Source: an optimization exercise on an open RTL-to-GDS flow (aim: small area, a short achievable clock period and few clock cycles per item). Production flows keep margins and buffers that such runs may drop.
Where RTL was checked, it was by simulation tests only, not by an equivalence proof against the original.
Power and IR drop assume default switching activity.

before:
==> module beep_env, before the edit <==
module beep_env (
  input             clk,
  input             rst,
  input             start,
  input      [31:0] env,         
  input      [31:0] gain,        
  output reg        ready,
  output reg        done,
  output reg        lut_we,
  output     [7:0]  lut_addr,
  output     [15:0] lut_data
);
  localparam [2:0] P_IDLE = 3'd0,
                   P_INIT = 3'd1,
                   P_RL   = 3'd2,
                   P_SU   = 3'd3,
                   P_DC   = 3'd4,
                   P_AT   = 3'd5;
  localparam [1:0] K_R = 2'd0, K_D = 2'd1, K_A = 2'd2;
  reg [2:0]  ph;
  reg [7:0]  atk, dec, sus, relp;    
  reg [23:0] g;
  reg        gbig;
  reg [8:0]  de;        
  reg        suNE;      
  reg        dcNE;      
  reg        atNE;      
  reg        nA;        
  reg        sgSU, sgDC, sgAT;    
  reg [8:0]  i;         
  reg        last;      
  reg [23:0] acc;       
  reg        asat;      
  reg [23:0] qg;        
  reg        qsat;
  reg [7:0]  r;         
  reg        zb;        
  reg        cb;        
  reg [1:0]  dk;        
  reg        jb, jr;    
  reg [3:0]  jc;        
  reg        hm;        
  reg        jn;        
  reg        pr;        
  wire [7:0] sep  = ~relp;
  wire [2:0] fin  = atNE ? P_AT : dcNE ? P_DC : suNE ? P_SU : P_RL;
  wire       js   = jn;
  wire [7:0] dsel = (dk == K_R) ? relp : (dk == K_D) ? dec : atk;
  wire [7:0] rem;
  wire       qbit;
  wire       dstep = js | (jb & ~jc[3]);
  wire       hz    = js | (jb & (jc == 4'd0));    
  wire [3:0] jcn   = js ? 4'd1 : jc + 4'd1;      
  beep_env_div u_div (
    .clk   (clk),
    .first (hz),
    .step  (dstep),
    .cbit  (cb),
    .d     (dsel),
    .rem   (rem),
    .qbit  (qbit)
  );
  wire [8:0] rsum = {1'b0, r} + {1'b0, rem};
  wire [9:0] rdif = {1'b0, rsum} - {2'b0, dsel};
  wire       rc   = ~rdif[9];
  wire [7:0] rnxt = rc ? rdif[7:0] : rsum[7:0];
  wire [23:0] ax   = hm ? qg : acc;
  wire [25:0] asum = {2'b0, ax} + {2'b0, qg} + (zb ? {2'b0, g} : 26'd0);
  wire        aovf = asum[25] | asum[24] | (zb & gbig);
  reg        adv;       
  reg        enter;     
  reg [2:0]  np;        
  wire       jok      = jr | (jb & jc == 4'd8);    
  wire [2:0] after_rl = suNE ? P_SU : dcNE ? P_DC : P_AT;
  wire [2:0] after_su = dcNE ? P_DC : P_AT;
  wire       ok_at    = ~nA | ((dk == K_A) & jok);
  always @* begin
    adv   = 1'b0;
    enter = 1'b0;
    np    = ph;
    case (ph)
      P_INIT: begin
        np = P_RL;
        enter = 1'b1;
        adv = jok;
      end
      P_RL, P_SU, P_DC, P_AT:
        if (!last) adv = 1'b1;
        else begin
          enter = 1'b1;
          np = (ph == P_RL) ? after_rl : (ph == P_SU) ? after_su : P_AT;
          adv = (np == P_SU) | (np == P_DC & pr) | (np == P_AT & ok_at);
        end
      default: ;
    endcase
  end
  wire       zero_n = enter & ((np == P_RL) | (np == P_AT));    
  wire       step_n = ~zero_n & ((np == P_RL) | (np == P_DC) | (np == P_AT));
  wire [8:0] i_pm   = (ph == P_AT) ? i + 9'd1 : i - 9'd1;
  wire [7:0] atm1   = atk - 8'd1;
  reg  [8:0] inx;
  reg        we_n;
  always @* begin
    if (!enter) begin
      inx  = i_pm;
      we_n = (ph == P_RL) ? (i > de) : (ph == P_DC) ? ~(i[8] & |i[7:0]) : 1'b1;
    end else case (np)
      P_RL:    begin inx = 9'd255;             we_n = ~de[8]; end
      P_SU:    begin inx = i_pm;               we_n = 1'b1; end
      P_DC:    begin inx = de - 9'd1;          we_n = ~(de[8] & |de[7:0]); end
      default: begin inx = 9'd0;               we_n = 1'b1; end
    endcase
  end
  reg  [8:0] stop;
  always @* begin
    case (ph)
      P_RL:    stop = {1'b0, sep};
      P_SU:    stop = de;
      P_DC:    stop = {1'b0, atk};
      default: stop = {1'b0, atm1};
    endcase
  end
  wire single = (np == P_SU) ? sgSU : (np == P_DC) ? sgDC : (np == P_AT) & sgAT;
  wire last_n = enter ? single : (i_pm == stop);
  wire lrl = adv & last_n & (np == P_RL);
  wire ldc = adv & last_n & (np == P_DC);
  assign lut_addr = i[7:0];
  assign lut_data = acc[23:8] | {16{asat}};
  wire [8:0] de_c = {1'b0, atk} + {1'b0, dec};
  always @(posedge clk) begin
    if (ready) begin
      atk  <= env[7:0];
      dec  <= env[15:8];
      sus  <= env[23:16];
      relp <= {env[31:25], env[24] | ~|env[31:25]};
      g    <= gain[23:0];
      gbig <= |gain[31:24];
      dk   <= K_R;
      jb   <= 1'b1;
      jr   <= 1'b0;
      jc   <= 4'd0;
      hm   <= 1'b0;
      jn   <= 1'b0;
      pr   <= 1'b0;
      cb   <= env[23];
    end else begin
      if (ph == P_INIT) begin
        de   <= de_c;
        suNE <= de_c < {1'b0, sep};
        dcNE <= |dec;
        atNE <= |atk;
        nA   <= |atk[7:1];
        sgSU <= (de_c + 9'd1) == {1'b0, sep};
        sgDC <= dec == 8'd1;
        sgAT <= atk == 8'd1;
      end
      hm <= js | (jb & ~jc[3]);
      if (jb) begin
        jc <= jc + 4'd1;
        if (jc == 4'd8) begin
          jb <= 1'b0;
          jr <= 1'b1;
        end
      end
      if (hz) begin
        qg   <= 24'd0;
        qsat <= 1'b0;
      end else if (hm) begin
        qg   <= asum[23:0];
        qsat <= qsat | aovf;
      end
      jn <= 1'b0;
      if (lrl) begin
        dk <= dcNE ? K_D : K_A;
        jn <= dcNE | nA;
        jr <= 1'b0;
      end
      if (ldc) begin
        dk <= K_A;
        jn <= nA;
        jr <= 1'b0;
      end
      if (js) begin
        jb <= 1'b1;
        jr <= 1'b0;
        jc <= 4'd1;
      end
      if (dstep)
        zb <= qbit;
      if (lrl)
        cb <= ~dcNE | ~sus[7];
      else if (ldc)
        cb <= 1'b1;
      else
        cb <= (dk == K_A) | (sus[~jcn[2:0]] ^ (dk == K_D));
      if (js & (dk == K_D)) begin
        pr <= 1'b0;
      end else if ((dk == K_D) & jr & ~pr) begin
        r  <= rnxt;
        zb <= rc;
        pr <= 1'b1;
      end
      if (adv) begin
        i    <= inx;
        last <= last_n;
        if (zero_n) begin
          acc  <= 24'd0;
          asat <= 1'b0;
          r    <= rem;
          zb   <= 1'b0;
        end else if (step_n) begin
          acc  <= asum[23:0];
          asat <= asat | qsat | aovf;
          r    <= rnxt;
          zb   <= rc;
        end
      end
      if (js & (dk == K_D))
        r <= dec - 8'd1;
    end
    if (rst) begin
      ph     <= P_IDLE;
      ready  <= 1'b1;
      done   <= 1'b0;
      lut_we <= 1'b0;
    end else if (ready) begin
      done   <= 1'b0;
      lut_we <= 1'b0;
      if (start) begin
        ph    <= P_INIT;
        ready <= 1'b0;
      end
    end else if (adv) begin
      lut_we <= we_n;
      if (last_n & (np == fin)) begin
        done  <= 1'b1;
        ph    <= P_IDLE;
        ready <= 1'b1;
      end else
        ph <= np;
    end
  end
endmodule
==> flow/config.mk <==
export PLATFORM = sky130hd
export DESIGN_NAME = beep_env
export DESIGN_NICKNAME = beep_env
export VERILOG_FILES = /design/flow/design.v
export SDC_FILE = /design/flow/constraint.sdc
export NUM_CORES = 4
export LEC_CHECK = 0
export CAP_MARGIN = 0
export CORE_MARGIN = 2
export CORE_UTILIZATION = 40
export CTS_BUF_LIST = sky130_fd_sc_hd__clkbuf_8
export PLACE_DENSITY = 0.6
export SLEW_MARGIN = 0
==> flow/constraint.sdc <==
create_clock -name core_clock -period 10.0 [get_ports {clk}]
set_input_delay 2.0000 -clock core_clock [delete_from_list [all_inputs] [get_ports {clk}]]
set_output_delay 2.0000 -clock core_clock [all_outputs]
set_load 0.01 [all_outputs]
standard.sh (not shown) runs the stock make flow with config.mk's settings and CLKGATE_MAP_FILE= SYNTH_SCRIPT=/design/flow/synth_recipe.tcl, a recipe that flattens the netlist after the stock synthesis.
==> flow/flow/run.sh <==
#!/bin/bash
set -euo pipefail
export BUFFER_PORTS_ARGS="-buffer_cell sky130_fd_sc_hd__buf_1"
export SETUP_SLACK_MARGIN=6
bash standard.sh > standard_flow.log 2>&1
Testbench counts of before, summed over its fixed seeds: cycles 26,026, builds 96.
> inputs changed (before -> after)
diff --git a/flow/design.v b/flow/design.v
--- a/flow/design.v
+++ b/flow/design.v
@@ -50,10 +50,11 @@
   reg [23:0] acc;       
   reg        asat;      
   reg [23:0] qg;        
   reg        qsat;
   reg [7:0]  r;         
+  reg [7:0]  t;         
   reg        zb;        
   reg        cb;        
   reg [1:0]  dk;        
   reg        jb, jr;    
   reg [3:0]  jc;        
@@ -76,14 +77,13 @@
     .cbit  (cb),
     .d     (dsel),
     .rem   (rem),
     .qbit  (qbit)
   );
-  wire [8:0] rsum = {1'b0, r} + {1'b0, rem};
-  wire [9:0] rdif = {1'b0, rsum} - {2'b0, dsel};
-  wire       rc   = ~rdif[9];
-  wire [7:0] rnxt = rc ? rdif[7:0] : rsum[7:0];
+  wire [8:0] rdif = {1'b0, r} - {1'b0, t};
+  wire       rc   = ~rdif[8];
+  wire [7:0] rnxt = rc ? rdif[7:0] : r + rem;
   wire [23:0] ax   = hm ? qg : acc;
   wire [25:0] asum = {2'b0, ax} + {2'b0, qg} + (zb ? {2'b0, g} : 26'd0);
   wire        aovf = asum[25] | asum[24] | (zb & gbig);
   reg        adv;       
   reg        enter;     
@@ -176,10 +176,11 @@
       if (jb) begin
         jc <= jc + 4'd1;
         if (jc == 4'd8) begin
           jb <= 1'b0;
           jr <= 1'b1;
+          t  <= dsel - rem;
         end
       end
       if (hz) begin
         qg   <= 24'd0;
         qsat <= 1'b0;
Notes after the runs:
Going from before to after, non-clock buffer count in the final layout shrank by a little under 10%.
From before to after the numbers moved as follows: count of multi-input combinational gates up 54; largest incremental delay on the critical path up 0.21 ns; highest ir drop seen on vdd went up 14%; worst hold slack saw an increase.
The power consumed by sequential cells of after is higher than that of before.
The estimated power of after ends up higher than the estimate for before.
On finished layout cell area: between after and before, it ends up lower for before.
Average routed wire per standard cell: after vs before — no meaningful difference
Any difference in aggregate global-route resource usage between after and before is small enough to ignore.
Going from before to after, synthesized cell count went up 7.7%; met2 routing resource usage after global routing rose by 3.1 points; reported leakage power +3.6%.
In the metrics for after and before, the one carrying the higher utilization is before.
No functional check of the RTL was part of after.

[port drivers added, routing unchanged]
In the flow no input, the clock included, has a driving cell. The finished layouts below were timed again as built, in two steps.
Step 1 assumes that a clkbuf_16 drives the clock port and a buf_2 every other input.
Step 2 moves the port delays by t, midway between the first and last clock arrival at a register: inputs arrive t later, outputs are due t later. That takes back most of the time a late clock gives input paths.
Slacks: ideal ports / drivers / drivers and shift; pairs: ideal ports / drivers.
run | t (ns) | setup slack, ns | hold slack, ns
before | 0.531 | 6.162 / 6.162 / 6.162 | 0.471 / 0.471 / 0.471
after | 0.535 | 6.194 / 6.194 / 6.194 | 0.487 / 0.487 / 0.487
After both steps setup and hold are still met in every run listed.
